This design comes from an exercise in tuning for small area on the open sky130 flow, not from production work.
In this exercise RTL edits were held to simulation tests only and were not proved equivalent to the original.
Power figures rest on the tool's default switching activity, not on a simulated workload.

== old ==
Design mucom_codec, start of the top module:
module mucom_codec (
    input  wire        clk,
    input  wire        rst,
    input  wire        rx_valid,
    input  wire [7:0]  rx_byte,
    input  wire        rx_clear,
    output wire        disp_valid,
    output wire [1:0]  disp_kind,
    output wire [3:0]  disp_dcnt,
    output wire [71:0] disp_data,
    output wire        rsp_done,
    output wire [3:0]  rsp_dcnt,
    output wire [71:0] rsp_data,
    input  wire        tx_valid,
    output wire        tx_ready,
    input  wire [1:0]  tx_kind,
    input  wire [2:0]  tx_cntf,
    input  wire [71:0] tx_data,
    output wire        out_valid,
    output wire [7:0]  out_byte,
    input  wire        out_ready
);
    function [3:0] pos;
        input integer j;
        integer k;
        begin
            pos = 4'b0110;
            for (k = 0; k < j; k = k + 1)
                pos = step(pos);
        end
    endfunction
    function [3:0] step;
        input [3:0] s;
        step = {s[2:0], ~(s[3] & s[2])};
    endfunction
    function [3:0] lastpos;
        input [1:0] k;
        input [2:0] c;
        begin
            if (k == 2'b01)
                lastpos = 4'b1101;            
            else
                case (c)
                    3'd0:    lastpos = 4'b1010;    
                    3'd1:    lastpos = 4'b1011;    
                    3'd2:    lastpos = 4'b0111;    
                    3'd3:    lastpos = 4'b1111;    
                    3'd4:    lastpos = 4'b1110;    
                    3'd5:    lastpos = 4'b1100;    
                    3'd6:    lastpos = 4'b1000;    
                    default: lastpos = 4'b0001;    
                endcase
        end
    endfunction
    localparam [3:0] RX_IDLE = 4'b0000;
    localparam [3:0] RX_DONE = 4'b0010;    
    reg  [3:0]  cnt;          
    reg  [76:0] w;            
  ...
For scale: roughly 600 cells after synthesis, about 260 I/O pins, roughly 0.0081 mm^2 of cells after synthesis.
export LEC_CHECK = 0
export ABC_AREA = 1
export CAP_MARGIN = 20
export CORE_MARGIN = 2
export CORE_UTILIZATION = 40
export SLEW_MARGIN = 20
create_clock -name core_clock -period 10.0 [get_ports {clk}]
standard.sh (not shown) runs the stock make flow with config.mk's settings and CLKGATE_MAP_FILE= SYNTH_SCRIPT=/design/flow/synth_recipe.tcl, a recipe that flattens the netlist after the stock synthesis.
==> flow/flow/run.sh <==
#!/bin/bash
# Layout flow: the standard flow, with these changes to how the layout is
# made (the design, clock and constraints are the design's):
#  1. after the standard synthesis, its combinational logic is mapped again
#     with an area-oriented ABC script (resynth.tcl); registers are kept as
#     the standard synthesis made them, with their names and cells;
#  2. combinational cells are set to their smallest drive strength and
#     buffers removed (downsize.tcl); placement's repair_design re-buffers
#     where needed;
#  3. each port gets a buf_1 as its port buffer;
#  4. the clock tree is built from clkbuf_4 cells with small sink clusters.
# Each tool's output goes to a log file of its own in this folder.
set -euo pipefail
R=orfs/results/${FLOW_PLATFORM}/mucom_codec/base
bash standard.sh synth > log_synth.txt 2>&1
cp $R/1_2_yosys.v $R/1_2_yosys_std.v
yosys -c flow/resynth.tcl > log_resynth.txt 2>&1
rm -f $R/1_synth.odb
bash standard.sh synth > log_synth_odb.txt 2>&1
openroad -no_init -exit flow/downsize.tcl > log_downsize.txt 2>&1
touch $R/1_synth.sdc
bash standard.sh finish \
  "BUFFER_PORTS_ARGS=-buffer_cell sky130_fd_sc_hd__buf_1" \
  "CTS_ARGS=-sink_clustering_enable -repair_clock_nets -dont_use_dummy_load -buf_list sky130_fd_sc_hd__clkbuf_4 -sink_clustering_size 10 -sink_clustering_max_diameter 50" \
  > log_finish.txt 2>&1
==> flow/flow/resynth.abc <==
strash
ifraig
dch -f
map -a
strash
dch -f
map -a
strash
dch -f
map -a
topo
Other scripts of this flow, unchanged in this note and not shown: flow/flow/downsize.tcl, flow/flow/resynth.tcl
old finished every step from synthesis to the final layout, and the layout passed the timing, design-rule and antenna checks.
Setup changes, old to new
- swapping 40 for 60 in CORE_UTILIZATION
- putting GPL_TIMING_DRIVEN at 0 where nothing was set
-- flow/flow/run.sh --
<<< old, line 3
# made (the design, clock and constraints are the design's):
#  1. after the standard synthesis, its combinational logic is mapped again
#     with an area-oriented ABC script (resynth.tcl); registers are kept as
#     the standard synthesis made them, with their names and cells;
#  2. combinational cells are set to their smallest drive strength and
>>> new, line 3
# made (the design, clock and constraints are the design's):
#  1. after the standard synthesis, its combinational logic is mapped again
#     with an area-oriented ABC script (resynth.tcl, resynth.abc); registers are kept as
#     the standard synthesis made them, with their names and cells;
#  2. combinational cells are set to their smallest drive strength and
==> flow/flow/resynth.abc <==
strash
ifraig
dch -f
amap
strash
dch -f
amap
strash
dch -f
amap
strash
dch -f
amap
topo
==> comparison <==
new ended up with t[72] as its start point of the critical path; old ended up with txpos[2].
Detailed route, new vs old: via total higher for new
Between old and new, the standard cell area after detailed placement does not differ in any meaningful way.
Lower number of global-route vias before repair among new and old: new
Compared with old, new shows area used by multi-input combinational logic higher by 60 um^2.
| wire length | new vs old | better |
new against old; inserted tap cell count is down by more than a quarter.
Total power: new above old
new vs. old: data arrival time at the worst-slack endpoint went up by 290 ps.

re-timing with driven ports:
The flow's constraints put no driver on any port. The routed layouts listed below were extracted and timed again, unchanged, in two steps. Step 1 sets driving cells, clkbuf_16 on the clock port and buf_2 on the other inputs (assumed; they add their load-dependent delay and slew). Step 2, shift: input delay + t, output delay - t, t = (earliest + latest rising clock arrival at the registers) / 2. This alone moves slack from input paths to output paths. Slacks: ideal / step 1 / step 2; pairs: ideal / step 1.
| run | t, ns | setup WS [ns] | hold WS [ns] | slew at the worst register clock pin (ns) | pins driven straight from the clock port |
|---|---|---|---|---|---|
| old | 0.687 | 4.673 / 4.630 / 4.672 | 0.501 / 0.501 / 0.501 | 0.12 / 0.12 | 1 |
| new | 0.655 | 4.378 / 4.338 / 4.637 | 0.506 / 0.506 / 0.506 | 0.11 / 0.11 | 1 |
After both steps every run listed still meets setup and hold. The setup slack of old, which loses most, moves by -0.043 ns with the drivers and by -0.001 ns with both steps.
